Source: an optimization exercise on an open RTL-to-GDS flow (aim: small area). Production flows keep margins and buffers that such runs may drop.
Function was checked by simulation only, so behaviour that the tests miss may differ from the original.

==> design.v <==
module ssc_seg7 (
    input  wire [3:0] n,
    output wire [6:0] g
);
    assign g[0] = n[3] | n[1] | (n[2] & n[0]) | (~n[2] & ~n[0]);
    assign g[1] = ~n[2] | (n[1] & n[0]) | (~n[1] & ~n[0]);
    assign g[2] = n[2] | ~n[1] | n[0];
    assign g[3] = n[3] | (~n[2] & ~n[0]) | (n[1] & ~n[0]) | (~n[2] & n[1]) | (n[2] & ~n[1] & n[0]);
    assign g[4] = ~n[0] & (~n[2] | n[1]);
    assign g[5] = n[3] | (~n[1] & ~n[0]) | (n[2] & ~n[1]) | (n[2] & ~n[0]);
    assign g[6] = n[3] | (n[2] & ~n[1]) | (~n[2] & n[1]) | (n[1] & ~n[0]);
endmodule
module ssc_add3 (
    input  wire [3:0] a,
    output wire [3:0] s
);
    assign s[3] = a[3] | (a[2] & a[0]) | (a[2] & a[1]);
    assign s[2] = (a[3] & a[0]) | (a[2] & ~a[1] & ~a[0]);
    assign s[1] = (a[3] & ~a[0]) | (~a[2] & a[1]) | (a[1] & a[0]);
    assign s[0] = (a[3] & ~a[0]) | (~a[3] & ~a[2] & a[0]) | (a[2] & a[1] & ~a[0]);
endmodule
module ssc_add3s (
    input  wire [2:0] a,
    output wire [3:0] s
);
    assign s[3] = a[2] & (a[1] | a[0]);
    assign s[2] = a[2] & ~a[1] & ~a[0];
    assign s[1] = a[1] & (~a[2] | a[0]);
    assign s[0] = (~a[2] & a[0]) | (a[2] & a[1] & ~a[0]);
endmodule
module ssc_glyphs (
    input  wire [7:0] c,
    input  wire [7:0] unk,
    output wire [6:0] dglyph,    
    output reg  [7:0] cglyph     
);
    wire [6:0] g7;
    ssc_seg7 u_seg7 (.n(c[3:0]), .g(g7));
    wire lo_digit = ~c[3] | (~c[2] & ~c[1]);        
    assign dglyph = (c[7:4] == 4'h0 && lo_digit) ? g7 : 7'h00;
    wire [7:0] letter = (c >= 8'h61 && c <= 8'h7A) ? {c[7:6], 1'b0, c[4:0]} : c;
    always @(*) begin
        if (c[7:4] == 4'h3 && lo_digit) begin
            cglyph = {1'b0, g7};
        end else begin
            case (letter)
                "A": cglyph = 8'h77;
                "B": cglyph = 8'h7C;
                "C": cglyph = 8'h39;
                "D": cglyph = 8'h5E;
                "E": cglyph = 8'h79;
                "F": cglyph = 8'h71;
                "G": cglyph = 8'h3D;
                "H": cglyph = 8'h76;
                "I": cglyph = 8'h30;
                "J": cglyph = 8'h1E;
                "K": cglyph = 8'h75;
                "L": cglyph = 8'h38;
                "M": cglyph = 8'h37;
                "N": cglyph = 8'h54;
                "O": cglyph = 8'h3F;
                "P": cglyph = 8'h73;
                "Q": cglyph = 8'h67;
                "R": cglyph = 8'h50;
                "S": cglyph = 8'h6D;
                "T": cglyph = 8'h78;
                "U": cglyph = 8'h3E;
                "V": cglyph = 8'h3E;
                "W": cglyph = 8'h2A;
                "X": cglyph = 8'h76;
                "Y": cglyph = 8'h6E;
                "Z": cglyph = 8'h5B;
                ".":   cglyph = 8'h80;
                "-":   cglyph = 8'h40;
                "!":   cglyph = 8'h82;
                "?":   cglyph = 8'h53;
                "(":   cglyph = 8'h39;
                ")":   cglyph = 8'h0F;
                "[":   cglyph = 8'h39;
                "]":   cglyph = 8'h0F;
                "/":   cglyph = 8'h52;
                8'h5C: cglyph = 8'h64;    
                "*":   cglyph = 8'h63;
                8'hB0: cglyph = 8'h63;    
                8'h22: cglyph = 8'h22;    
                8'h27: cglyph = 8'h02;    
                "+":   cglyph = 8'h46;
                "_":   cglyph = 8'h08;
                ":":   cglyph = 8'h09;
                ";":   cglyph = 8'h0D;
                "=":   cglyph = 8'h48;
                ">":   cglyph = 8'h0C;
                "<":   cglyph = 8'h18;
                "^":   cglyph = 8'h23;
                ",":   cglyph = 8'h04;
                " ":   cglyph = 8'h00;
                default: cglyph = unk;
            endcase
        end
    end
endmodule
module ssc_int_enc (
    input  wire [31:0] v,        
    input  wire [3:0]  dlen,     
    input  wire        lz,       
    output reg         in_range,
    output reg  [55:0] digits    
);
    wire neg = v[31];
    integer i;
    reg [23:0] neg_lo;
    reg        bw;
    always @(*) begin
        bw = 1'b1;
        for (i = 0; i < 24; i = i + 1) begin
            neg_lo[i] = ~(v[i] ^ bw);
            bw = bw & ~v[i];
        end
    end
    wire [26:0] mag = neg ? {3'b000, neg_lo} : v[26:0];
    genvar s, g;
    generate
        for (s = 0; s <= 27; s = s + 1) begin : g_dd
            wire [31:0] b;       
            if (s == 0) begin : g0
                assign b = 32'd0;
            end else begin : gs
                wire [31:0] a;
                for (g = 0; g < 8; g = g + 1) begin : g_dig
                    if ((1 << (s - 1)) - 1 >= 8 * (10 ** g)) begin : g_a3
                        ssc_add3 u_a3 (.a(g_dd[s-1].b[g*4 +: 4]), .s(a[g*4 +: 4]));
                    end else if ((1 << (s - 1)) - 1 >= 5 * (10 ** g)) begin : g_a3s
                        ssc_add3s u_a3 (.a(g_dd[s-1].b[g*4 +: 3]), .s(a[g*4 +: 4]));
                    end else begin : g_pass
                        assign a[g*4 +: 4] = g_dd[s-1].b[g*4 +: 4];
                    end
                end
                assign b = {a[30:0], mag[27-s]};
            end
        end
    endgenerate
    wire [31:0] bcd = g_dd[27].b;
    wire [6:0] g7 [0:7];
    generate
        for (g = 0; g < 8; g = g + 1) begin : g_glyph
            ssc_seg7 u_glyph (.n(bcd[g*4 +: 4]), .g(g7[g]));
        end
    endgenerate
    reg [8:0] tz;
    always @(*) begin
        tz[8] = 1'b1;
        for (i = 7; i >= 0; i = i - 1)
            tz[i] = tz[i+1] & (bcd[i*4 +: 4] == 4'd0);
    end
    wire below_1e8 = (v[26:0] < 27'd100000000);
    always @(*) begin
        if (!neg)
            in_range = (v[30:27] == 4'd0) && below_1e8 && tz[dlen];
        else
            in_range = (v[30:24] == 7'h7F) && (v[23:0] != 24'd0) && tz[dlen - 4'd1];
    end
    always @(*) begin
        for (i = 0; i < 8; i = i + 1) begin
            if (neg && (lz ? (dlen[2:0] == i[2:0] + 3'd1)
                           : (i > 0 && tz[i] && (i == 1 || !tz[i-1]))))
                digits[i*7 +: 7] = 7'h40;
            else if (lz || i == 0 || !tz[i])
                digits[i*7 +: 7] = g7[i];
            else
                digits[i*7 +: 7] = 7'h00;
        end
    end
endmodule
module ssc_fa (
    input  wire a, b, ci,
    output wire s, co
);
    assign s  = a ^ b ^ ci;
    assign co = (a & b) | (a & ci) | (b & ci);
endmodule
module ssc_fa1 (
    input  wire a, b,
    output wire s, co
);
    assign s  = ~(a ^ b);
    assign co = a | b;
endmodule
module ssc_sel (
    input  wire s, sn,           
    input  wire a, b,
    output wire y                
);
    assign y = (s & b) | (sn & a);
endmodule
module ssc_div_hi #(
    parameter integer H = 18
) (
    input  wire [H-1:0] nh,
    input  wire [15:0]  d,
    output wire [15:0]  rh       
);
    wire [15:0] nd = ~d;
    wire [16:0] dz;
    assign dz[16] = 1'b1;
    genvar k, s;
    generate
        for (k = 15; k >= 0; k = k - 1) begin : g_dz
            assign dz[k] = dz[k+1] & ~d[k];
        end
        for (s = 0; s < H; s = s + 1) begin : st
            localparam integer W = (s < 16) ? s + 1 : 17;      
            wire [W-1:0] t;
            wire [16:1] c;
            wire [15:0] sum;
            wire [15:0] r;
            wire ge, gen;
            if (s == 0) begin : t0
                assign t = nh[H-1];
            end else begin : ts
                assign t = {st[s-1].r[W-2:0], nh[H-1-s]};
            end
            for (k = 0; k < 16; k = k + 1) begin : b
                if (k < W) begin : u
                    if (k == 0) begin : f1
                        ssc_fa1 u_fa (.a(t[k]), .b(nd[k]), .s(sum[k]), .co(c[k+1]));
                    end else begin : f
                        ssc_fa u_fa (.a(t[k]), .b(nd[k]), .ci(c[k]), .s(sum[k]), .co(c[k+1]));
                    end
                    ssc_sel u_sel (.s(ge), .sn(gen), .a(t[k]), .b(sum[k]), .y(r[k]));
                end else begin : z
                    assign r[k] = 1'b0;
                end
            end
            if (W == 17) begin : gw
                assign ge = t[16] | c[16];
            end else begin : gn
                assign ge = c[W] & dz[W];
            end
            assign gen = ~ge;
        end
    endgenerate
    assign rh = st[H-1].r;
endmodule
module ssc_div_lo #(
    parameter integer L = 14
) (
    input  wire [15:0]  rh,
    input  wire [L-1:0] nl,
    input  wire [15:0]  d,
    output wire         q0
);
    wire [15:0] nd = ~d;
    genvar k, s;
    generate
        for (s = 0; s < L; s = s + 1) begin : st
            wire [16:0] t;
            wire [16:1] c;
            wire [15:0] sum;
            wire [15:0] r;
            wire ge, gen;
            if (s == 0) begin : t0
                assign t = {rh, nl[L-1]};
            end else begin : ts
                assign t = {st[s-1].r, nl[L-1-s]};
            end
            for (k = 0; k < 16; k = k + 1) begin : b
                if (k == 0) begin : f1
                    ssc_fa1 u_fa (.a(t[k]), .b(nd[k]), .s(sum[k]), .co(c[k+1]));
                end else begin : f
                    ssc_fa u_fa (.a(t[k]), .b(nd[k]), .ci(c[k]), .s(sum[k]), .co(c[k+1]));
                end
                if (s < L - 1) begin : m
                    ssc_sel u_sel (.s(ge), .sn(gen), .a(t[k]), .b(sum[k]), .y(r[k]));
                end else begin : mz
                    assign r[k] = 1'b0;
                end
            end
            assign ge  = t[16] | c[16];
            assign gen = ~ge;
        end
    endgenerate
    assign q0 = st[L-1].ge;
endmodule
module ssc_mux #(
    parameter integer CLK_PER_MS = 16
) (
    input  wire        clk,
    input  wire        rst,          
    input  wire        bus_rd,
    input  wire        bus_wr,
    input  wire [3:0]  bus_addr,
    input  wire [31:0] bus_wdata,
    output reg  [31:0] rdata,
    output wire [7:0]  seg_out,
    output wire [7:0]  dig_act,
    output wire [63:0] dig_duty,     
    output wire        out_en
);
    localparam [3:0] A_CMD = 4'h0, A_ARG = 4'h1, A_RESULT = 4'h2, A_STATUS = 4'h3,
                     A_CONFIG = 4'h4, A_BLINK_IV = 4'h5, A_UNK_GLYPH = 4'h6,
                     A_CTRL = 4'h7, A_NOW_MS = 4'h8, A_EN_MASK = 4'h9,
                     A_BL_MASK = 4'hA, A_SEQ = 4'hB;
    localparam [7:0] OP_NOP = 8'h00, OP_INIT = 8'h01, OP_CLEAR = 8'h02, OP_REFRESH = 8'h03,
                     OP_SET_BYTE = 8'h10, OP_SET_DIGIT = 8'h11, OP_SET_CHAR = 8'h12,
                     OP_SET_SEG = 8'h13, OP_SET_INT = 8'h14, OP_SHIFT = 8'h15,
                     OP_EN_DIGIT = 8'h20, OP_BLINK_DIGIT = 8'h21, OP_EN_ALL = 8'h22,
                     OP_BLINK_ALL = 8'h23,
                     OP_GET_BYTE = 8'h30, OP_GET_SEG = 8'h31, OP_GLYPH_DIGIT = 8'h32,
                     OP_GLYPH_CHAR = 8'h33, OP_GLYPH_MINUS = 8'h34, OP_GLYPH_DOT = 8'h35,
                     OP_SEG_SET = 8'h36, OP_SEG_TEST = 8'h37, OP_INVERT = 8'h38,
                     OP_IN_RANGE = 8'h39;
    localparam [1:0] S_IDLE = 2'd0, S_SLOT = 2'd1, S_GAP = 2'd2;
    localparam integer PW = (CLK_PER_MS > 1) ? $clog2(CLK_PER_MS) : 1;
    integer i;
    reg [7:0]  fb [0:7];
    reg [7:0]  en;
    reg [7:0]  bl;
    reg [31:0] arg;
    reg [7:0]  result;           
    reg        init, rej, pend;
    reg        pol, has_dp;
    reg [3:0]  dlen;
    reg [7:0]  dwell, bright;
    reg [15:0] iv;
    reg [7:0]  unk;
    reg        cont;
    reg [31:0] now_ms;
    reg [PW-1:0] presc;
    reg [1:0]  seq_state;
    reg [3:0]  seq_idx;
    reg [7:0]  seq_cnt;
    reg        seq_lit;
    reg [7:0]  seq_latch;
    reg [15:0] rh;               
    wire [7:0] op  = bus_wdata[31:24];
    wire [7:0] f_d = bus_wdata[23:16];
    wire [7:0] f_s = bus_wdata[15:8];
    wire [7:0] f_b = bus_wdata[7:0];
    wire wr     = bus_wr && !rst;
    wire wr_cmd = wr && bus_addr == A_CMD;
    wire cmd    = wr_cmd && init;        
    wire d_ok   = (f_d < {4'd0, dlen});
    wire seg_ok = (f_s < 8'd7) || (f_s == 8'd7 && has_dp);
    wire [6:0] digit7;
    wire [7:0] char_glyph_b;
    wire [7:0] digit_glyph_b = {1'b0, digit7};
    ssc_glyphs u_glyphs (.c(f_b), .unk(unk), .dglyph(digit7), .cglyph(char_glyph_b));
    wire        int_ok;
    wire [55:0] int_bytes;
    ssc_int_enc u_int (.v(arg), .dlen(dlen), .lz(f_b[0]),
                       .in_range(int_ok), .digits(int_bytes));
    wire       is_shift = (op == OP_SHIFT);
    wire [2:0] amt = is_shift ? (3'd0 - f_b[2:0]) : f_d[2:0];
    reg  [7:0] r1 [0:7];
    reg  [7:0] r2 [0:7];
    reg  [7:0] rot [0:7];
    reg  [7:0] shift_fb [0:7];
    reg  signed [9:0] src;
    always @(*) begin
        for (i = 0; i < 8; i = i + 1) r1[i]  = amt[0] ? fb[(i + 1) % 8] : fb[i];
        for (i = 0; i < 8; i = i + 1) r2[i]  = amt[1] ? r1[(i + 2) % 8] : r1[i];
        for (i = 0; i < 8; i = i + 1) rot[i] = amt[2] ? r2[(i + 4) % 8] : r2[i];
        for (i = 0; i < 8; i = i + 1) begin
            src = i[9:0] - {{2{f_b[7]}}, f_b};
            shift_fb[i] = (src >= 0 && src < $signed({6'd0, dlen})) ? rot[i] : 8'h00;
        end
    end
    wire [7:0] fb_d = rot[0];
    wire [7:0] seg_mask = 8'd1 << f_s[2:0];
    wire tick      = (presc == PW'(CLK_PER_MS - 1));
    wire tick_next = (presc == PW'(CLK_PER_MS - 2));     
    reg [31:0] now_n;
    localparam integer SPLIT = 14;       
    reg [31-SPLIT:0] nh_next;
    reg        cy;
    always @(*) begin
        cy = tick;
        for (i = 0; i < 32; i = i + 1) begin
            now_n[i] = now_ms[i] ^ cy;
            cy = cy & now_ms[i];
        end
        cy = tick_next & (&now_n[SPLIT-1:0]);
        for (i = 0; i < 32 - SPLIT; i = i + 1) begin
            nh_next[i] = now_n[SPLIT+i] ^ cy;
            cy = cy & now_n[SPLIT+i];
        end
    end
    wire        iv_load = wr && bus_addr == A_BLINK_IV && bus_wdata[15:0] != 16'd0;
    wire [15:0] iv_next = iv_load ? bus_wdata[15:0] : iv;
    wire [15:0] rh_next;
    ssc_div_hi #(.H(32 - SPLIT)) u_div_hi (.nh(nh_next), .d(iv_next), .rh(rh_next));
    wire q0;
    ssc_div_lo #(.L(SPLIT)) u_div_lo (.rh(rh), .nl(now_n[SPLIT-1:0]), .d(iv), .q0(q0));
    wire blink_on = ~q0;
    wire st_idle = (seq_state == S_IDLE);
    wire st_slot = (seq_state == S_SLOT);
    wire st_gap  = (seq_state == S_GAP);
    wire cnt_one = (seq_cnt == 8'd1);
    wire run     = cont || pend;
    wire start_pass = (st_idle && init && run) || (st_gap && tick && cnt_one && run);
    wire slot_next  = st_slot && tick && cnt_one;
    wire begin_slot = start_pass || slot_next;
    reg [7:0] cand, onehot;
    reg [7:0] latch_n;
    reg [2:0] j;
    reg       found, bl_j, seen;
    always @(*) begin
        for (i = 0; i < 8; i = i + 1)
            cand[i] = en[i] && (i < dlen) && (!st_slot || i > seq_idx[2:0]);
        seen = 1'b0;
        for (i = 0; i < 8; i = i + 1) begin
            onehot[i] = cand[i] && !seen;
            seen = seen || cand[i];
        end
        found   = seen;
        j       = 3'd0;
        latch_n = 8'd0;
        bl_j    = 1'b0;
        for (i = 0; i < 8; i = i + 1) begin
            if (onehot[i]) j = i[2:0];
            latch_n = latch_n | ({8{onehot[i]}} & fb[i]);
            bl_j    = bl_j | (onehot[i] & bl[i]);
        end
    end
    wire busy = !st_idle;
    wire rd_ok = bus_rd && !rst;
    reg  [15:0] rsel;            
    always @(*) begin
        for (i = 0; i < 16; i = i + 1)
            rsel[i] = rd_ok && bus_addr == i[3:0];
        rdata = ({32{rsel[A_ARG]}}       & arg)
              | ({32{rsel[A_RESULT]}}    & {24'd0, result})
              | ({32{rsel[A_STATUS]}}    & {28'd0, pend, rej, busy, init})
              | ({32{rsel[A_CONFIG]}}    & {8'd0, bright, dwell, dlen, 2'b00, has_dp, pol})
              | ({32{rsel[A_BLINK_IV]}}  & {16'd0, iv})
              | ({32{rsel[A_UNK_GLYPH]}} & {24'd0, unk})
              | ({32{rsel[A_CTRL]}}      & {31'd0, cont})
              | ({32{rsel[A_NOW_MS]}}    & now_ms)
              | ({32{rsel[A_EN_MASK]}}   & {24'd0, en})
              | ({32{rsel[A_BL_MASK]}}   & {24'd0, bl})
              | ({32{rsel[A_SEQ]}}       & {8'd0, seq_latch, seq_cnt, seq_idx, 1'b0, seq_lit, seq_state});
    end
    wire pend_set = cmd && op == OP_REFRESH;
    wire single_wr = cmd && d_ok &&
                     (op == OP_SET_BYTE || op == OP_SET_DIGIT || op == OP_SET_CHAR ||
                      (op == OP_SET_SEG && seg_ok));
    reg [7:0] single_v;
    always @(*) begin
        case (op[1:0])
            2'd0:    single_v = f_b;
            2'd1:    single_v = digit_glyph_b;
            2'd2:    single_v = char_glyph_b;
            default: single_v = f_b[0] ? (fb_d | seg_mask) : (fb_d & ~seg_mask);
        endcase
    end
    wire multi_wr = cmd && (op == OP_CLEAR || op == OP_SHIFT || (op == OP_SET_INT && int_ok));
    always @(posedge clk) begin
        if (rst) begin
            for (i = 0; i < 8; i = i + 1)
                fb[i] <= 8'h00;
            en        <= 8'hFF;
            bl        <= 8'h00;
            arg       <= 32'd0;
            result    <= 8'd0;
            init      <= 1'b0;
            rej       <= 1'b0;
            pend      <= 1'b0;
            pol       <= 1'b0;
            has_dp    <= 1'b1;
            dlen      <= 4'd8;
            dwell     <= 8'd2;
            bright    <= 8'd200;
            iv        <= 16'd250;
            unk       <= 8'h49;
            cont      <= 1'b1;
            now_ms    <= 32'd0;
            presc     <= {PW{1'b0}};
            seq_state <= S_IDLE;
            seq_idx   <= 4'd0;
            seq_cnt   <= 8'd0;
            seq_lit   <= 1'b0;
            seq_latch <= 8'h00;
            rh        <= 16'd0;
        end else begin
            rh <= rh_next;
            presc  <= tick ? {PW{1'b0}} : presc + 1'b1;
            now_ms <= now_n;
            for (i = 0; i < 8; i = i + 1) begin
                if (single_wr && f_d[2:0] == i[2:0])
                    fb[i] <= single_v;
                else if (multi_wr && i < dlen)
                    fb[i] <= (op[2] ? (op[0] ? shift_fb[i] : {1'b0, int_bytes[i*7 +: 7]}) : 8'h00);
            end
            if (bus_wr) begin
                case (bus_addr)
                    A_CMD: begin
                        if (!init) begin
                            if (op == OP_INIT)
                                init <= 1'b1;
                            else if (op != OP_NOP)
                                rej <= 1'b1;
                        end else begin
                            case (op)
                                OP_NOP, OP_CLEAR, OP_REFRESH, OP_SHIFT: ;
                                OP_SET_BYTE, OP_SET_DIGIT, OP_SET_CHAR:
                                    if (!d_ok) rej <= 1'b1;
                                OP_SET_SEG:
                                    if (!(d_ok && seg_ok)) rej <= 1'b1;
                                OP_SET_INT:
                                    if (!int_ok) rej <= 1'b1;
                                OP_EN_DIGIT:
                                    if (d_ok) en[f_d[2:0]] <= f_b[0];
                                    else rej <= 1'b1;
                                OP_BLINK_DIGIT:
                                    if (d_ok) bl[f_d[2:0]] <= f_b[0];
                                    else rej <= 1'b1;
                                OP_EN_ALL:
                                    for (i = 0; i < 8; i = i + 1)
                                        if (i < dlen) en[i] <= f_b[0];
                                OP_BLINK_ALL:
                                    for (i = 0; i < 8; i = i + 1)
                                        if (i < dlen) bl[i] <= f_b[0];
                                OP_GET_BYTE:
                                    if (d_ok) result <= fb_d;
                                    else begin
                                        result <= 8'd0;
                                        rej    <= 1'b1;
                                    end
                                OP_GET_SEG:
                                    if (d_ok && seg_ok) result <= {7'd0, fb_d[f_s[2:0]]};
                                    else begin
                                        result <= 8'd0;
                                        rej    <= 1'b1;
                                    end
                                OP_GLYPH_DIGIT:
                                    result <= digit_glyph_b;
                                OP_GLYPH_CHAR:
                                    result <= char_glyph_b;
                                OP_GLYPH_MINUS:
                                    result <= 8'h40;
                                OP_GLYPH_DOT:
                                    result <= 8'h80;
                                OP_SEG_SET:
                                    if (seg_ok)
                                        result <= f_d[0] ? (f_b | seg_mask) : (f_b & ~seg_mask);
                                    else begin
                                        result <= f_b;
                                        rej    <= 1'b1;
                                    end
                                OP_SEG_TEST:
                                    if (seg_ok) result <= {7'd0, f_b[f_s[2:0]]};
                                    else begin
                                        result <= 8'd0;
                                        rej    <= 1'b1;
                                    end
                                OP_INVERT:
                                    result <= ~f_b;
                                OP_IN_RANGE:
                                    result <= {7'd0, int_ok};
                                default:         
                                    rej <= 1'b1;
                            endcase
                        end
                    end
                    A_ARG:
                        arg <= bus_wdata;
                    A_STATUS:
                        if (bus_wdata[2]) rej <= 1'b0;
                    A_CONFIG:
                        if (init) rej <= 1'b1;
                        else begin
                            pol    <= bus_wdata[0];
                            has_dp <= bus_wdata[1];
                            if (bus_wdata[7:4] >= 4'd1 && bus_wdata[7:4] <= 4'd8)
                                dlen <= bus_wdata[7:4];
                            else
                                rej <= 1'b1;
                            if (bus_wdata[15:8] != 8'd0)
                                dwell <= bus_wdata[15:8];
                            else
                                rej <= 1'b1;
                            bright <= bus_wdata[23:16];
                        end
                    A_BLINK_IV:
                        if (bus_wdata[15:0] != 16'd0) iv <= bus_wdata[15:0];
                        else rej <= 1'b1;
                    A_UNK_GLYPH:
                        if (init) rej <= 1'b1;
                        else unk <= bus_wdata[7:0];
                    A_CTRL:
                        cont <= bus_wdata[0];
                    default:         
                        rej <= 1'b1;
                endcase
            end
            if (begin_slot) begin
                seq_cnt <= dwell;
                if (found) begin
                    seq_state <= S_SLOT;
                    seq_idx   <= {1'b0, j};
                    seq_lit   <= !(bl_j && !blink_on);
                    seq_latch <= latch_n;
                end else begin
                    seq_state <= S_GAP;
                    seq_idx   <= dlen;
                    seq_lit   <= 1'b0;
                end
            end else if (!st_idle && tick) begin
                if (cnt_one) begin       
                    seq_state <= S_IDLE;
                    seq_idx   <= 4'd0;
                    seq_cnt   <= 8'd0;
                    seq_lit   <= 1'b0;
                end else
                    seq_cnt <= seq_cnt - 8'd1;
            end
            if (pend_set)
                pend <= 1'b1;
            else if (start_pass)
                pend <= 1'b0;
        end
    end
    wire lit_now = st_slot && seq_lit;
    wire [7:0] duty_on = pol ? ~bright : bright;
    genvar g;
    generate
        for (g = 0; g < 8; g = g + 1) begin : g_digit
            assign dig_act[g] = lit_now && (seq_idx == g);
            assign dig_duty[g*8 +: 8] = dig_act[g] ? duty_on : {8{pol}};
        end
        for (g = 0; g < 8; g = g + 1) begin : g_seg
            assign seg_out[g] = (lit_now && seq_latch[g] && (g < 7 || has_dp)) ^ pol;
        end
    endgenerate
    assign out_en = init;
endmodule
==> config.mk <==
export PLATFORM = sky130hd
export DESIGN_NAME = ssc_mux
export DESIGN_NICKNAME = ssc_mux
export VERILOG_FILES = /design/flow/design.v
export SDC_FILE = /design/flow/constraint.sdc
export NUM_CORES = 4
export LEC_CHECK = 0
export ABC_AREA = 1
export ABC_CLOCK_PERIOD_IN_PS = 140000
export CAP_MARGIN = 20
export CORE_MARGIN = 2
export CORE_UTILIZATION = 40
export GPL_TIMING_DRIVEN = 0
export PLACE_DENSITY = 0.6
export SLEW_MARGIN = 20
export SYNTH_HIERARCHICAL = 1
==> standard.sh <==
#!/bin/bash
# synth_recipe.tcl (not shown) runs the flow's synth.tcl, then flattens the netlist and writes it again
# the make line also repeats each setting of config.mk as NAME=value (left out here)
make -C /OpenROAD-flow-scripts/flow DESIGN_CONFIG=/design/flow/config.mk WORK_HOME=/design/flow/orfs CLKGATE_MAP_FILE= SYNTH_SCRIPT=/design/flow/synth_recipe.tcl "${@:-finish}"
==> flow/my_synth.tcl <==
# The standard synthesis (synth_recipe.tcl), with one change: the final
# technology mapping runs ABC with the area-recovering script in
# abc_own.script (beside this file) in place of ORFS's abc script.
set ::own_dir [file dirname [file normalize [info script]]]
proc synth {args} { yosys synth -nofsm -noshare {*}$args }
proc abc {args} {
  set out {}
  set skip 0
  foreach a $args {
    if { $skip } { lappend out [file join $::own_dir abc_own.script]; set skip 0; continue }
    if { $a eq "-script" } { set skip 1 }
    lappend out $a
  }
  yosys abc {*}$out
}
# Full and half adders are taken only from the adder cell module (ssc_fa);
# everywhere else ABC maps the logic.
proc extract_fa {args} { yosys extract_fa {*}$args ssc_fa }
source $::env(SCRIPTS_DIR)/synth.tcl
# left out here: clear keep_hierarchy, flatten, clean up, hide names made inside functions, write 1_2_yosys.v
==> flow/abc_own.script <==
strash
dch
amap
topo
==> constraint.sdc <==
create_clock -name core_clock -period 140.0 [get_ports {clk}]
set_input_delay 28.0000 -clock core_clock [delete_from_list [all_inputs] [get_ports {clk}]]
set_output_delay 28.0000 -clock core_clock [all_outputs]
set_load 0.01 [all_outputs]
==> flow/run.sh <==
#!/bin/bash
# Layout flow: the standard layout (standard.sh) with two changes.
#  - Synthesis runs flow/my_synth.tcl: synth_recipe.tcl with an
#    area-recovering ABC script (flow/abc_own.script) for the final
#    mapping, and full/half adders taken only from the ssc_fa cell.
#  - The port buffers that placement inserts on every input and output
#    are sky130_fd_sc_hd__buf_1 (BUFFER_PORTS_ARGS).
# Each step's full output goes to a log file in the work folder (and
# ORFS's own logs under orfs/logs).
set -euo pipefail
here=$(cd "$(dirname "${BASH_SOURCE[0]}")" && pwd)
sed "s#SYNTH_SCRIPT=[^ ]*#SYNTH_SCRIPT=$here/my_synth.tcl#" standard.sh > own_synth.sh
grep -q "SYNTH_SCRIPT=$here/my_synth.tcl" own_synth.sh
sed 's#"\${@:-finish}"#"BUFFER_PORTS_ARGS=-buffer_cell sky130_fd_sc_hd__buf_1" "${@:-finish}"#' standard.sh > own_layout.sh
grep -q "BUFFER_PORTS_ARGS" own_layout.sh
bash own_synth.sh synth > synth.log 2>&1
bash own_layout.sh > layout.log 2>&1
==> results of run 1 <==
[cell usage in the layout, fill, tap and decap left out, drive strengths merged, types with 5 or more instances in the layout]
cell / instances
a2111oi: 21
a211oi: 16
a21oi: 199
a221oi: 65
a222oi: 17
a22o: 376
a22oi: 51
a311oi: 6
a31oi: 20
a32oi: 104
a41oi: 5
buf: 184
clkbuf: 37
clkinv: 985
dfxtp: 245
fa: 360
nand2: 400
nand3: 33
nand4: 12
nor2: 771
nor2b: 32
nor3: 63
nor3b: 25
nor4: 29
o2111ai: 6
o211ai: 107
o21a: 7
o21ai: 498
o221a: 29
o221ai: 62
o22a: 67
o22ai: 290
o31ai: 5
o32a: 8
o32ai: 19
or2: 35
or3: 45
or4: 13
[cell type report]
class	instances	area, sq um
Antenna cell	3	7.51
Clock buffer	36	813
Clock inverter	19	196
Fill cell	9165	49900
Inverter	976	3670
Multi-Input combinational cell	3830	27600
Sequential cell	245	4910
Tap cell	1176	1470
Timing Repair Buffer	186	1080
[critical path, delay by kind of cell]
family | cells | cell delay [ns]
adder cells (fa/ha/maj) | 150 | 59.69
AND/OR/NAND/NOR | 28 | 7.40
AO/OA/AOI/OAI | 20 | 6.41
buffers and inverters | 21 | 8.02
[flip-flops by register name, indices dropped and copies added, names as in the netlist, 8 cells and up]
| signal | flops |
|---|---|
| unk | 8 |
| en | 8 |
| seq_cnt | 8 |
| seq_latch | 8 |
| now_ms | 32 |
| result | 8 |
| arg | 32 |
| dwell | 8 |
| bl | 8 |
| rh | 16 |
| fb | 64 |
| iv | 16 |
| bright | 8 |
[worst paths after layout]
kind,from,to
worst max-delay path,bus_wdata[4],rh[14]$_SDFF_PP0_
worst min-delay path,dwell[7]$_SDFFE_PP0P_,seq_cnt[7]$_SDFFE_PP0P_
worst max register to register,presc[0]$_SDFF_PP0_,seq_lit$_SDFFE_PP0P_
worst min register to register,dwell[7]$_SDFFE_PP0P_,seq_cnt[7]$_SDFFE_PP0P_
[metal layers]
| layer | part of all wire | track usage |
|---|---|---|
| met5 | 0.00096 | 0 |
| met4 | 0.030 | 0.0768 |
| met3 | 0.093 | 0.0519 |
| met2 | 0.44 | 0.441 |
| met1 | 0.44 | 0.391 |
[metrics by stage]
stage | hold slack, ns | instance area, sq um | worst slack [ns] | cells
floorplan | 0.429 | 36000 | 36.75 | 5051
global route | 0.469 | 39700 | 24.43 | 6469
global placement | 0.446 | 38000 | 22.75 | 6379
detailed placement | 0.454 | 38700 | 26.30 | 6410
finish | 0.462 | 39700 | 30.81 | 6471
CTS | 0.463 | 39700 | 26.14 | 6465
==> impl_results.md, run 1 <==
- Vias per std cell: slightly above 6
- Max incr delay on CP: approximately 0.96 ns
- Critical path launch point type: primary input
- Final core utilization: 0.444
- Mean area per synthesized cell: between 7 and 8 sq um
- TritonCTS clock tree: yes
- Final Skew: between 0.02 and 0.03 ns
- Num rows: 110
- Starting Density: 0.402
- Layout area overhead: 10.4%
- Fin crit period: around 110 ns
- Antenna violations before repair: 16
- Post-synthesis net count: approximately 5500
- Fmax: a little over 9 MHz
- Outcome: finished clean
- DR vias: between 30000 and 40000
- Grt ovf: 0
- Initial DRC count: about 3900
- First-pass GRT wire length: around 210000 um
- Unrepaired setup endpoints after global routing: false
- Crit. End Element: flip-flop
- GR Util All Layers: 0.280
- I/O pin count: roughly 150
- Post-route setup TNS: 0 ns
- CP most frequent cell: fa_1
- Antenna Nets Post-Route: 0
- Largest net degree at the start of global routing: 52
- WL/cell: 20.4 um
- Routability cong.: approximately 1.0
- DR pass1 iterations: 6
- Max-Cap Viols: 0
- # resized after CTS: 0
- Skew-Pair Late Insertion Delay: approximately 0.6 ns
- Hold WC Path Type: reg2reg
- HPWL Detailed: roughly 110000 um
- # port buffers: around 150
- Nets: 5669
- Synthesized area: 36000 sq um
- TritonCTS Sinks: around 250
- Core Area: roughly 90000 sq um
- Share of layout cells above drive strength 1: 0.0261
- Post-route DRC: 0
- Worst slew pin tran: between 1 and 1.5 ns
- Reg2reg setup slack: ~31 ns
- Worst-path clk slew: about 0.060 ns
- WL final: around 130000 um
- Final setup violation count: 0
- Htree depth: 1
- WP data arrival: 109.67 ns
- Die Y-Extent: 304 um
- CTS root buf: clkbuf_16
- Crit-path max FO: 26
- Vias in the first global route: roughly 37000
- TritonCTS Buffers: 30
- WP data required: 140.48 ns
- YS warnings: 16
- Slew Limit Fails: 0
- Hold Path Cell Cnt: 2
- Die ar.: between 90000 and 100000 sq um
- Worst setup path class: in2reg
- Rel. slew slack: 0.199
- Post-CTS setup buffers: 0
- Reg2Reg Depth: approximately 290
- Longest Clk Path Bufs: 3
- Slowest-stage cell, CP: clkinv_1
- Post-Synthesis Cells: just over 5000
- Cts hold-fix bufs: 0
- Crit share post-route: 0.780
- Die Wd: 304 um
- Final hold vios: 0
==> run 2, diff against run 1 <==
--- a/config.mk
+++ b/config.mk
@@ -10,6 +10,7 @@
 export CAP_MARGIN = 20
 export CORE_MARGIN = 2
 export CORE_UTILIZATION = 40
+export CTS_BUF_LIST = sky130_fd_sc_hd__clkbuf_4 sky130_fd_sc_hd__clkbuf_8
 export GPL_TIMING_DRIVEN = 0
 export PLACE_DENSITY = 0.6
 export SLEW_MARGIN = 20
==> impl_results.md, run 2 <==
- First-pass GRT wire length: between 200000 and 250000 um
- Htree depth: 2
- Largest register FFs: 64
- Fin crit period: 109.07 ns
- Most flops, register: fb
- WP data required: around 140 ns
- Final Cell Area: slightly below 40000 sq um
- Initial DRC count: between 3000 and 4000
- Worst-path clk slew: about 0.060 ns
- WL final: approximately 130000 um
- Max-Cap Viols: 0
- Grt ovf: 0
- Crit. End Element: flip-flop
- CTS root buf: clkbuf_8
- Rel. slew slack: 0.187
- Commonest non-fill, non-tap cell in the layout: clkinv_1
- Max incr delay on CP: approximately 0.94 ns
- Layout fillers: 9191
- # resized after CTS: 0
- Largest net degree at the start of global routing: 52
- Slew Limit Fails: 0
- HPWL Detailed: approximately 110000 um
- Nets: ~5700
- Die Y-Extent: between 300 and 400 um
- Outcome: finished clean
- Longest Clk Path Bufs: 3
- # port buffers: approximately 150
- Biggest regs: fb (64), arg (32), now_ms (32)
- Post-route DRC: 0
- Most frequent cells in the layout: clkinv_1 (967), nor2_1 (756), o21ai_0 (490)
- TritonCTS clock tree: yes
- TritonCTS Sinks: ~250
- Placed Area: between 30000 and 40000 sq um
- Mean area per synthesized cell: around 7.1 sq um
- CP most frequent cell: fa_1
- YS warnings: 16
- Critical path launch point type: primary input
- Unrepaired setup endpoints after global routing: false
- Die Wd: around 300 um
- Post-CTS setup buffers: 0
- Final hold vios: 0
- TritonCTS Buffers: 47
- Vias in the first global route: approximately 37000
- Crit share post-route: 0.779
- Slowest-stage cell, CP: clkinv_1
- Fmax: roughly 9 MHz
- Worst slew pin tran: 1.21 ns
- Final setup violation count: 0
- Die ar.: 92400 sq um
- Post-synthesis net count: 5451
- WP data arrival: between 100 and 150 ns
- Antenna Nets Post-Route: 0
- Layout area overhead: 10.4%
- Reg2reg setup slack: between 30 and 40 ns
- Antenna violations before repair: 15
- Post-Synthesis Cells: 5051
- Post-route setup TNS: 0 ns
- Hold WC Path Type: reg2reg
- Core Area: between 80000 and 90000 sq um
- Routability cong.: 0.996
- Starting Density: 0.402
- DR vias: just under 40000
- Synthesized area: approximately 36000 sq um
- Crit-path max FO: 26
- Share of layout cells above drive strength 1: 0.0307
- Final Skew: roughly 0.071 ns
- DR pass1 iterations: 9
- Num rows: 110
- Skew-Pair Late Insertion Delay: roughly 0.66 ns
- Vias per std cell: 6.08
- Cts hold-fix bufs: 0
- Worst setup path class: in2reg
- WL/cell: about 20 um
- I/O pin count: ~150
- GR Util All Layers: 0.281
[run 2: area by class of cell]
cell class	count	area (sq um)	area share
clock buffer	67	835	0.0210
clock inverter	11	146	0.00369
tap	1176	1470	0.0370
antenna	7	17.5	0.000441
multi-input combinational	3830	27600	0.695
sequential	245	4910	0.124
timing repair buffer	186	1080	0.0271
inverter	976	3670	0.0924
[run 2: critical path, delay by kind of cell]
| family | cells | cell delay, ns |
|---|---|---|
| adder cells (fa/ha/maj) | 150 | 59.65 |
| AO/OA/AOI/OAI | 20 | 6.42 |
| AND/OR/NAND/NOR | 28 | 7.43 |
| buffers and inverters | 21 | 7.95 |
[run 2: layer usage]
metal / wire length [um] / track usage
met2: 57900 / 0.441
met5: 105 / 0
met4: 4150 / 0.0843
met1: 57700 / 0.392
met3: 12400 / 0.0538
[run 2: per-stage QoR]
stage               hold WS (ns)  cells  setup slack [ns]   util
floorplan                  0.429   5051             36.75      -
detailed placement         0.454   6410             26.30  0.432
global placement           0.446   6379             22.75  0.424
finish                     0.462   6498             30.93  0.443
global route               0.468   6494             24.45  0.443
CTS                        0.463   6488             26.15  0.443
[run 2: final timing paths]
path                               from                       to  depth (start not counted)
setup / recovery           bus_wdata[4]        rh[14]$_SDFF_PP0_                        219
hold / removal    dwell[7]$_SDFFE_PP0P_  seq_cnt[7]$_SDFFE_PP0P_                          2
setup reg to reg    presc[0]$_SDFF_PP0_     seq_lit$_SDFFE_PP0P_                        291
hold reg to reg   dwell[7]$_SDFFE_PP0P_  seq_cnt[7]$_SDFFE_PP0P_                          2
==> run 3, diff against run 2 <==
--- a/design.v
+++ b/design.v
@@ -14,10 +14,11 @@
     input  wire [3:0] a,
     output wire [3:0] s
 );
-    assign s[3] = a[3] | (a[2] & a[0]) | (a[2] & a[1]);
-    assign s[2] = (a[3] & a[0]) | (a[2] & ~a[1] & ~a[0]);
-    assign s[1] = (a[3] & ~a[0]) | (~a[2] & a[1]) | (a[1] & a[0]);
-    assign s[0] = (a[3] & ~a[0]) | (~a[3] & ~a[2] & a[0]) | (a[2] & a[1] & ~a[0]);
+    wire ge5 = a[3] | (a[2] & (a[1] | a[0]));
+    assign s[3] = ge5;
+    assign s[2] = ge5 ? (a[3] & a[0]) : a[2];
+    assign s[1] = ge5 ? ~(a[1] ^ a[0]) : a[1];
+    assign s[0] = ge5 ? ~a[0] : a[0];
 endmodule
 module ssc_add3s (
     input  wire [2:0] a,
@@ -108,6 +109,13 @@
 );
     wire neg = v[31];
     integer i;
+    function automatic [3:0] add3(input [3:0] a);
+        reg ge5;
+        begin
+            ge5 = a[3] | (a[2] & (a[1] | a[0]));
+            add3 = {ge5, ge5 ? (a[3] & a[0]) : a[2], ge5 ? ~(a[1] ^ a[0]) : a[1], ge5 ? ~a[0] : a[0]};
+        end
+    endfunction
     reg [23:0] neg_lo;
     reg        bw;
     always @(*) begin
@@ -127,10 +135,12 @@
             end else begin : gs
                 wire [31:0] a;
                 for (g = 0; g < 8; g = g + 1) begin : g_dig
-                    if ((1 << (s - 1)) - 1 >= 8 * (10 ** g)) begin : g_a3
-                        ssc_add3 u_a3 (.a(g_dd[s-1].b[g*4 +: 4]), .s(a[g*4 +: 4]));
-                    end else if ((1 << (s - 1)) - 1 >= 5 * (10 ** g)) begin : g_a3s
-                        ssc_add3s u_a3 (.a(g_dd[s-1].b[g*4 +: 3]), .s(a[g*4 +: 4]));
+                    localparam integer PMAX = (100000000 - 1) >> (28 - s);
+                    localparam integer DMAX = (PMAX >= 10 * (10 ** g)) ? 9 : PMAX / (10 ** g);
+                    if (DMAX >= 8) begin : g_a3
+                        assign a[g*4 +: 4] = add3(g_dd[s-1].b[g*4 +: 4]);
+                    end else if (DMAX >= 5) begin : g_a3s
+                        assign a[g*4 +: 4] = add3({1'b0, g_dd[s-1].b[g*4 +: 3]});
                     end else begin : g_pass
                         assign a[g*4 +: 4] = g_dd[s-1].b[g*4 +: 4];
                     end
@@ -185,12 +195,84 @@
     assign s  = ~(a ^ b);
     assign co = a | b;
 endmodule
-module ssc_sel (
-    input  wire s, sn,           
+module ssc_fa0 (
+    input  wire a, b,
+    output wire s, co
+);
+    assign s  = a ^ b;
+    assign co = a & b;
+endmodule
+module ssc_seln (
+    input  wire s, sn,
     input  wire a, b,
-    output wire y                
+    output wire y
+);
+    assign y = ~((s & b) | (sn & a));
+endmodule
+module ssc_div_stage #(
+    parameter integer W   = 17,
+    parameter integer INV = 0
+) (
+    input  wire [W-1:0] t,       
+    input  wire [15:0]  d,
+    input  wire [15:0]  nd,      
+    input  wire         dz,      
+    output wire         ge,
+    output wire [((W < 16) ? W : 16)-1:0] r    
 );
-    assign y = (s & b) | (sn & a);
+    localparam integer N = (W < 16) ? W : 16;    
+    wire [15:0] db = INV ? d : nd;               
+    wire [N:1]  c;                               
+    wire [N-1:0] sum;
+    wire gen;
+    genvar k;
+    generate
+        for (k = 0; k < N; k = k + 1) begin : b
+            if (k == 0 && INV == 0) begin : f1
+                ssc_fa1 u_fa (.a(t[0]), .b(db[0]), .s(sum[0]), .co(c[1]));
+            end else if (k == 0) begin : f0
+                ssc_fa0 u_fa (.a(t[0]), .b(db[0]), .s(sum[0]), .co(c[1]));
+            end else begin : f
+                ssc_fa u_fa (.a(t[k]), .b(db[k]), .ci(c[k]), .s(sum[k]), .co(c[k+1]));
+            end
+            ssc_seln u_sel (.s(ge), .sn(gen), .a(t[k]), .b(sum[k]), .y(r[k]));
+        end
+        if (W == 17) begin : gw
+            if (INV) begin : i
+                assign gen = t[16] & c[16];
+                assign ge  = ~gen;
+            end else begin : n
+                assign ge  = t[16] | c[16];
+                assign gen = ~ge;
+            end
+        end else begin : gn
+            if (INV) begin : i
+                assign ge = ~c[N] & dz;
+            end else begin : n
+                assign ge = c[N] & dz;
+            end
+            assign gen = ~ge;
+        end
+    endgenerate
+endmodule
+module ssc_div_cmp #(
+    parameter integer INV = 0
+) (
+    input  wire [16:0] t,
+    input  wire [15:0] d,
+    input  wire [15:0] nd,
+    output wire        ge
+);
+    wire [15:0] db = INV ? d : nd;
+    wire [16:0] c;
+    assign c[0] = INV ? 1'b0 : 1'b1;
+    genvar k;
+    generate
+        for (k = 0; k < 16; k = k + 1) begin : b
+            assign c[k+1] = (t[k] & db[k]) | (t[k] & c[k]) | (db[k] & c[k]);
+        end
+    endgenerate
+    assign ge = INV ? ~(t[16] & c[16]) : (t[16] | c[16]);
 endmodule
 module ssc_div_hi #(
     parameter integer H = 18
@@ -210,33 +292,17 @@
         for (s = 0; s < H; s = s + 1) begin : st
             localparam integer W = (s < 16) ? s + 1 : 17;      
             wire [W-1:0] t;
-            wire [16:1] c;
-            wire [15:0] sum;
-            wire [15:0] r;
-            wire ge, gen;
+            wire [((W < 16) ? W : 16)-1:0] r;
+            wire ge;
             if (s == 0) begin : t0
                 assign t = nh[H-1];
-            end else begin : ts
+            end else if (s % 2 == 1) begin : ti       
+                assign t = {st[s-1].r[W-2:0], ~nh[H-1-s]};
+            end else begin : tt
                 assign t = {st[s-1].r[W-2:0], nh[H-1-s]};
             end
-            for (k = 0; k < 16; k = k + 1) begin : b
-                if (k < W) begin : u
-                    if (k == 0) begin : f1
-                        ssc_fa1 u_fa (.a(t[k]), .b(nd[k]), .s(sum[k]), .co(c[k+1]));
-                    end else begin : f
-                        ssc_fa u_fa (.a(t[k]), .b(nd[k]), .ci(c[k]), .s(sum[k]), .co(c[k+1]));
-                    end
-                    ssc_sel u_sel (.s(ge), .sn(gen), .a(t[k]), .b(sum[k]), .y(r[k]));
-                end else begin : z
-                    assign r[k] = 1'b0;
-                end
-            end
-            if (W == 17) begin : gw
-                assign ge = t[16] | c[16];
-            end else begin : gn
-                assign ge = c[W] & dz[W];
-            end
-            assign gen = ~ge;
+            ssc_div_stage #(.W(W), .INV(s % 2)) u_st (
+                .t(t), .d(d), .nd(nd), .dz(dz[W < 17 ? W : 16]), .ge(ge), .r(r));
         end
     endgenerate
     assign rh = st[H-1].r;
@@ -250,33 +316,25 @@
     output wire         q0
 );
     wire [15:0] nd = ~d;
-    genvar k, s;
+    genvar s;
     generate
         for (s = 0; s < L; s = s + 1) begin : st
             wire [16:0] t;
-            wire [16:1] c;
-            wire [15:0] sum;
             wire [15:0] r;
-            wire ge, gen;
+            wire ge;
             if (s == 0) begin : t0
                 assign t = {rh, nl[L-1]};
-            end else begin : ts
+            end else if (s % 2 == 1) begin : ti
+                assign t = {st[s-1].r, ~nl[L-1-s]};
+            end else begin : tt
                 assign t = {st[s-1].r, nl[L-1-s]};
             end
-            for (k = 0; k < 16; k = k + 1) begin : b
-                if (k == 0) begin : f1
-                    ssc_fa1 u_fa (.a(t[k]), .b(nd[k]), .s(sum[k]), .co(c[k+1]));
-                end else begin : f
-                    ssc_fa u_fa (.a(t[k]), .b(nd[k]), .ci(c[k]), .s(sum[k]), .co(c[k+1]));
-                end
-                if (s < L - 1) begin : m
-                    ssc_sel u_sel (.s(ge), .sn(gen), .a(t[k]), .b(sum[k]), .y(r[k]));
-                end else begin : mz
-                    assign r[k] = 1'b0;
-                end
+            if (s < L - 1) begin : sr
+                ssc_div_stage #(.W(17), .INV(s % 2)) u_st (
+                    .t(t), .d(d), .nd(nd), .dz(1'b1), .ge(ge), .r(r));
+            end else begin : sl       
+                ssc_div_cmp #(.INV(s % 2)) u_st (.t(t), .d(d), .nd(nd), .ge(ge));
             end
-            assign ge  = t[16] | c[16];
-            assign gen = ~ge;
         end
     endgenerate
     assign q0 = st[L-1].ge;
@@ -418,9 +476,9 @@
         bl_j    = 1'b0;
         for (i = 0; i < 8; i = i + 1) begin
             if (onehot[i]) j = i[2:0];
-            latch_n = latch_n | ({8{onehot[i]}} & fb[i]);
             bl_j    = bl_j | (onehot[i] & bl[i]);
         end
+        latch_n = fb[j];
     end
     wire busy = !st_idle;
     wire rd_ok = bus_rd && !rst;
==> flow/abc_own.script (replaced) <==
strash
dch -f
amap -m -F 4 -A 8
topo
--- a/config.mk
+++ b/config.mk
@@ -10,7 +10,6 @@
 export CAP_MARGIN = 20
 export CORE_MARGIN = 2
 export CORE_UTILIZATION = 40
-export CTS_BUF_LIST = sky130_fd_sc_hd__clkbuf_4 sky130_fd_sc_hd__clkbuf_8
 export GPL_TIMING_DRIVEN = 0
 export PLACE_DENSITY = 0.6
 export SLEW_MARGIN = 20
==> impl_results.md, run 3 <==
- Post-route DRC: 0
- Most flops, register: fb
- HPWL Detailed: a little over 100000 um
- TritonCTS Sinks: about 250
- Buf/Inv on CP: 7
- Slew Limit Fails: 0
- Initial DRC count: 4527
- Routability cong.: 1.00
- Final hold vios: 0
- YS warnings: 16
- Fin Hold WS: 0.452 ns
- Reg2Reg Depth: between 200 and 300
- Biggest regs: fb (64), arg (32), now_ms (32)
- Layout area overhead: 11.8%
- Hold EP: presc[0]$_SDFF_PP0_
- Reg2reg setup slack: between 40 and 50 ns
- Post-place setup slack: around 33 ns
- Skew-Pair Late Insertion Delay: approximately 0.61 ns
- Longest Clk Path Bufs: 3
- Crit share post-route: 0.759
- Grt ovf: 0
- First-pass GRT wire length: between 200000 and 250000 um
- Post-Synthesis Cells: between 4000 and 5000
- CP most frequent cell: fa_1
- CTS root buf: clkbuf_16
- Worst slew pin tran: between 1 and 1.5 ns
- WL final: ~130000 um
- Critical path launch point type: primary input
- Hold Path Cell Cnt: 1
- Fmax: around 9.4 MHz
- Unrepaired setup endpoints after global routing: false
- TritonCTS clock tree: yes
- Worst setup path class: in2reg
- Cts hold-fix bufs: 0
- Die ar.: around 85000 sq um
- Final setup violation count: 0
- Hold path startpoint: presc[0]$_SDFF_PP0_
- Rel. slew slack: 0.168
- Die Y-Extent: 291 um
- Final core utilization: 0.451
- Post-CTS setup buffers: 0
- Post-route setup TNS: 0 ns
- R2r startpoint: presc[0]$_SDFF_PP0_
- WP data arrival: between 100 and 150 ns
- Largest net degree at the start of global routing: 51
- Num rows: approximately 110
- Post-synthesis net count: just under 5000
- Slowest-stage cell, CP: o2111ai_1
- Htree depth: 1
- Commonest non-fill, non-tap cell in the layout: nor2_1
- I/O pin count: approximately 150
- TritonCTS Buffers: 30
- WL/cell: 21.9 um
- Mean area per synthesized cell: about 7.2 sq um
- Max-Cap Viols: 0
- Outcome: finished clean
- GR Util All Layers: 0.298
- Vias in the first global route: around 35000
- Die Wd: approximately 300 um
- Most frequent cells in the layout: nor2_1 (845), clkinv_1 (585), a22oi_1 (459)
- Max incr delay on CP: just over 0.8 ns
- Fin crit period: 106.33 ns
- Synthesized area: around 33000 sq um
- WP data required: approximately 140 ns
- Share of layout cells above drive strength 1: 0.0304
- Crit-path max FO: 33
- Antenna Nets Post-Route: 0
- Vias per std cell: approximately 6.3
- Fin worst setup slack: around 34 ns
- # resized after CTS: 0
- Crit. End Element: flip-flop
- Worst r2r dst: seq_lit$_SDFFE_PP0P_
- Worst-path clk slew: about 0.060 ns
- Top Family by Delay on Critical Path: adder cells
- Antenna violations before repair: 4
- Largest register FFs: 64
- DR vias: 37200
- Layout fillers: 8379
- # port buffers: 152
- Core Area: around 80000 sq um
- Final Skew: slightly above 0.02 ns
- Hold WC Path Type: reg2reg
- Nets: 5167
- DR pass1 iterations: 8
- Starting Density: 0.403
run 3: worst max path at each step:
stage,startpoint,endpoint,cells past startpoint
after floorplan,bus_wdata[8],rh[0]$_SDFF_PP0_,203
after global placement,rst,rh[13]$_SDFF_PP0_,202
after detailed placement,bus_wdata[9],rh[12]$_SDFF_PP0_,216
after CTS,bus_wdata[10],rh[12]$_SDFF_PP0_,214
after global routing,bus_wdata[10],rh[12]$_SDFF_PP0_,214
final,bus_wdata[10],rh[12]$_SDFF_PP0_,214
run 3: final cells by class:
| cell class | count | area [sq um] | share of cell area |
|---|---|---|---|
| Antenna cell | 2 | 5.00 | 0.000136 |
| Sequential cell | 245 | 4910 | 0.133 |
| Clock inverter | 18 | 270 | 0.00732 |
| Clock buffer | 38 | 821 | 0.0222 |
| Timing Repair Buffer | 193 | 1250 | 0.0339 |
| Inverter | 592 | 2230 | 0.0604 |
| Multi-Input combinational cell | 3720 | 26100 | 0.707 |
| Tap cell | 1070 | 1340 | 0.0363 |
run 3: routing by layer:
metal,GRT usage,share of wire
met5,0,0.00029
met4,0.117,0.042
met1,0.414,0.43
met2,0.452,0.43
met3,0.0613,0.10
run 3: per-stage QoR:
stage	std cells	cell area, sq um
after global routing	5876	36900
after CTS	5874	36900
after global placement	5779	34900
after detailed placement	5818	35800
final	5878	36900
after floorplan	4557	33000
==> run 4, diff against run 3 <==
--- a/design.v
+++ b/design.v
@@ -109,6 +109,17 @@
 );
     wire neg = v[31];
     integer i;
+    function automatic [6:0] seg7(input [3:0] n);
+        begin
+            seg7[0] = n[3] | n[1] | (n[2] & n[0]) | (~n[2] & ~n[0]);
+            seg7[1] = ~n[2] | (n[1] & n[0]) | (~n[1] & ~n[0]);
+            seg7[2] = n[2] | ~n[1] | n[0];
+            seg7[3] = n[3] | (~n[2] & ~n[0]) | (n[1] & ~n[0]) | (~n[2] & n[1]) | (n[2] & ~n[1] & n[0]);
+            seg7[4] = ~n[0] & (~n[2] | n[1]);
+            seg7[5] = n[3] | (~n[1] & ~n[0]) | (n[2] & ~n[1]) | (n[2] & ~n[0]);
+            seg7[6] = n[3] | (n[2] & ~n[1]) | (~n[2] & n[1]) | (n[1] & ~n[0]);
+        end
+    endfunction
     function automatic [3:0] add3(input [3:0] a);
         reg ge5;
         begin
@@ -153,7 +164,7 @@
     wire [6:0] g7 [0:7];
     generate
         for (g = 0; g < 8; g = g + 1) begin : g_glyph
-            ssc_seg7 u_glyph (.n(bcd[g*4 +: 4]), .g(g7[g]));
+            assign g7[g] = seg7(bcd[g*4 +: 4]);
         end
     endgenerate
     reg [8:0] tz;
@@ -188,27 +199,6 @@
     assign s  = a ^ b ^ ci;
     assign co = (a & b) | (a & ci) | (b & ci);
 endmodule
-module ssc_fa1 (
-    input  wire a, b,
-    output wire s, co
-);
-    assign s  = ~(a ^ b);
-    assign co = a | b;
-endmodule
-module ssc_fa0 (
-    input  wire a, b,
-    output wire s, co
-);
-    assign s  = a ^ b;
-    assign co = a & b;
-endmodule
-module ssc_seln (
-    input  wire s, sn,
-    input  wire a, b,
-    output wire y
-);
-    assign y = ~((s & b) | (sn & a));
-endmodule
 module ssc_div_stage #(
     parameter integer W   = 17,
     parameter integer INV = 0
@@ -228,14 +218,16 @@
     genvar k;
     generate
         for (k = 0; k < N; k = k + 1) begin : b
-            if (k == 0 && INV == 0) begin : f1
-                ssc_fa1 u_fa (.a(t[0]), .b(db[0]), .s(sum[0]), .co(c[1]));
-            end else if (k == 0) begin : f0
-                ssc_fa0 u_fa (.a(t[0]), .b(db[0]), .s(sum[0]), .co(c[1]));
+            if (k == 0 && INV == 0) begin : f1       
+                assign sum[0] = ~(t[0] ^ db[0]);
+                assign c[1]   = t[0] | db[0];
+            end else if (k == 0) begin : f0          
+                assign sum[0] = t[0] ^ db[0];
+                assign c[1]   = t[0] & db[0];
             end else begin : f
                 ssc_fa u_fa (.a(t[k]), .b(db[k]), .ci(c[k]), .s(sum[k]), .co(c[k+1]));
             end
-            ssc_seln u_sel (.s(ge), .sn(gen), .a(t[k]), .b(sum[k]), .y(r[k]));
+            assign r[k] = ~((ge & sum[k]) | (gen & t[k]));
         end
         if (W == 17) begin : gw
             if (INV) begin : i
@@ -512,6 +504,8 @@
         endcase
     end
     wire multi_wr = cmd && (op == OP_CLEAR || op == OP_SHIFT || (op == OP_SET_INT && int_ok));
+    always @(posedge clk)
+        rh <= rh_next;
     always @(posedge clk) begin
         if (rst) begin
             for (i = 0; i < 8; i = i + 1)
@@ -538,9 +532,7 @@
             seq_cnt   <= 8'd0;
             seq_lit   <= 1'b0;
             seq_latch <= 8'h00;
-            rh        <= 16'd0;
         end else begin
-            rh <= rh_next;
             presc  <= tick ? {PW{1'b0}} : presc + 1'b1;
             now_ms <= now_n;
             for (i = 0; i < 8; i = i + 1) begin
==> flow/abc_own.script (replaced) <==
strash
dch -f
amap -m -F 4 -A 8
strash
dch -f
amap -m -F 4 -A 8
topo
==> impl_results.md, run 4 <==
- GR Util All Layers: 0.310
- Final core utilization: 0.452
- WP data arrival: ~110 ns
- Routability cong.: roughly 1
- Grt ovf: 0
- Max-Cap Viols: 0
- Final hold vios: 0
- Worst setup path class: in2reg
- Fin crit period: ~110 ns
- Fin worst setup slack: 32.67 ns
- Core Area: ~80000 sq um
- TritonCTS clock tree: yes
- Rel. slew slack: 0.152
- Die ar.: 81600 sq um
- Htree depth: 1
- # port buffers: around 150
- Post-Synthesis Cells: between 4000 and 5000
- Longest Clk Path Bufs: 3
- WL final: approximately 130000 um
- Commonest non-fill, non-tap cell in the layout: nor2_1
- Post-CTS setup buffers: 0
- Crit. End Element: flip-flop
- Outcome: finished clean
- Die Wd: between 200 and 300 um
- Antenna Nets Post-Route: 0
- DR vias: ~36000
- First-pass GRT wire length: roughly 200000 um
- Post-synthesis net count: between 4000 and 5000
- Vias per std cell: about 6.3
- Fin Hold WS: 0.457 ns
- CTS root buf: clkbuf_16
- Largest net degree at the start of global routing: 45
- Biggest regs: fb (64), arg (32), now_ms (32)
- Final Skew: 0.0266 ns
- Hold WC Path Type: reg2reg
- Num rows: slightly above 100
- WL/cell: 22.6 um
- Die Y-Extent: roughly 290 um
- WP data required: between 100 and 150 ns
- Mean area per synthesized cell: 7.21 sq um
- Final setup violation count: 0
- Nets: around 5000
- Cts hold-fix bufs: 0
- Share of layout cells above drive strength 1: 0.0342
- Crit share post-route: 0.767
- HPWL Detailed: 104000 um
- Post-place setup slack: approximately 32 ns
- Most flops, register: fb
- Critical path launch point type: primary input
- Slowest-stage cell, CP: o22ai_1
- Layout area overhead: 12.1%
- Post-route DRC: 0
- Worst slew pin tran: between 1 and 1.5 ns
- Reg2reg setup slack: around 42 ns
- Unrepaired setup endpoints after global routing: false
- Initial DRC count: between 4000 and 5000
- YS warnings: 15
- Layout fillers: 7979
- Slew Limit Fails: 0
- Skew-Pair Late Insertion Delay: between 0.6 and 0.7 ns
- Starting Density: 0.403
- Largest register FFs: 64
- Synthesized area: approximately 32000 sq um
- TritonCTS Sinks: approximately 250
- Antenna violations before repair: 6
- Crit-path max FO: 20
- TritonCTS Buffers: 29
- Worst-path clk slew: approximately 0.060 ns
- # resized after CTS: 0
- Post-route setup TNS: 0 ns
- Max incr delay on CP: 0.94 ns
- Vias in the first global route: ~33000
- I/O pin count: approximately 150
- CP most frequent cell: fa_1
- Fmax: between 9 and 10 MHz
- Most frequent cells in the layout: nor2_1 (815), o22ai_1 (633), clkinv_1 (578)
- DR pass1 iterations: 10
run 4: layout make-up:
| class | count | area [sq um] | share of cell area |
|---|---|---|---|
| clock buffer | 39 | 813 | 0.0229 |
| multi-input combinational | 3569 | 24900 | 0.700 |
| sequential | 245 | 4910 | 0.138 |
| timing repair buffer | 202 | 1250 | 0.0353 |
| antenna | 3 | 7.51 | 0.000211 |
| clock inverter | 11 | 183 | 0.00514 |
| tap | 1050 | 1310 | 0.0369 |
| inverter | 584 | 2200 | 0.0618 |
run 4: routing by layer:
metal	share of wire	vias to the layer above	GRT usage
met3	0.11	260	0.0678
met4	0.039	6	0.111
met2	0.41	1759	0.453
met1	0.44	16900	0.448
met5	0.00031	-	0
li1	-	17000	-
run 4: worst max-delay path: cells and delay by family:
family / cells / cell delay (ns)
adder cells (fa/ha/maj): 150 / 59.89
AND/OR/NAND/NOR: 46 / 10.89
AO/OA/AOI/OAI: 21 / 5.23
buffers and inverters: 9 / 3.63
run 4: stage by stage:
step / instances / area, sq um
6_report: 5703 / 35600
5_1_grt: 5701 / 35600
2_1_floorplan: 4398 / 31700
3_5_place_dp: 5647 / 34500
3_3_place_gp: 5600 / 33600
4_1_cts: 5697 / 35500
run 4: final timing paths:
check / startpoint / end / depth (start not counted)
min: presc[0]$_SDFF_PP0_ / presc[0]$_SDFF_PP0_ / 1
max reg2reg: presc[0]$_SDFF_PP0_ / seq_lit$_SDFFE_PP0P_ / 290
max: bus_wdata[10] / rh[6]$_DFF_P_ / 226
min reg2reg: presc[0]$_SDFF_PP0_ / presc[0]$_SDFF_PP0_ / 1

what the ideal ports hide:
In the flow no input, the clock included, has a driving cell. The finished layouts below were timed again as built, in two steps. Step 1 sets driving cells, clkbuf_16 on the clock port and buf_2 on the other inputs (assumed; they add their load-dependent delay and slew). Step 2, shift: input delay + t, output delay - t, t = (earliest + latest rising clock arrival at the registers) / 2. This alone moves slack from input paths to output paths. a / b / c = ideal ports / drivers / drivers and shift; a / b = the first two.
| run | shift t [ns] | setup WS [ns] | worst data-port slew with drivers (ns) | cell pins on the clock port's net |
|---|---|---|---|---|
| run 1 | 0.661 | 30.811 / 30.819 / 30.159 | 0.13 | 1 |
| run 2 | 0.698 | 30.927 / 30.940 / 30.243 | 0.14 | 1 |
| run 3 | 0.671 | 33.672 / 33.623 / 32.952 | 0.15 | 1 |
| run 4 | 0.665 | 32.673 / 32.643 / 31.978 | 0.09 | 1 |
After both steps every run listed still meets setup and hold. For run 3, which loses most, drivers alone change the setup slack by -0.049 ns; drivers and shift together by -0.720 ns.
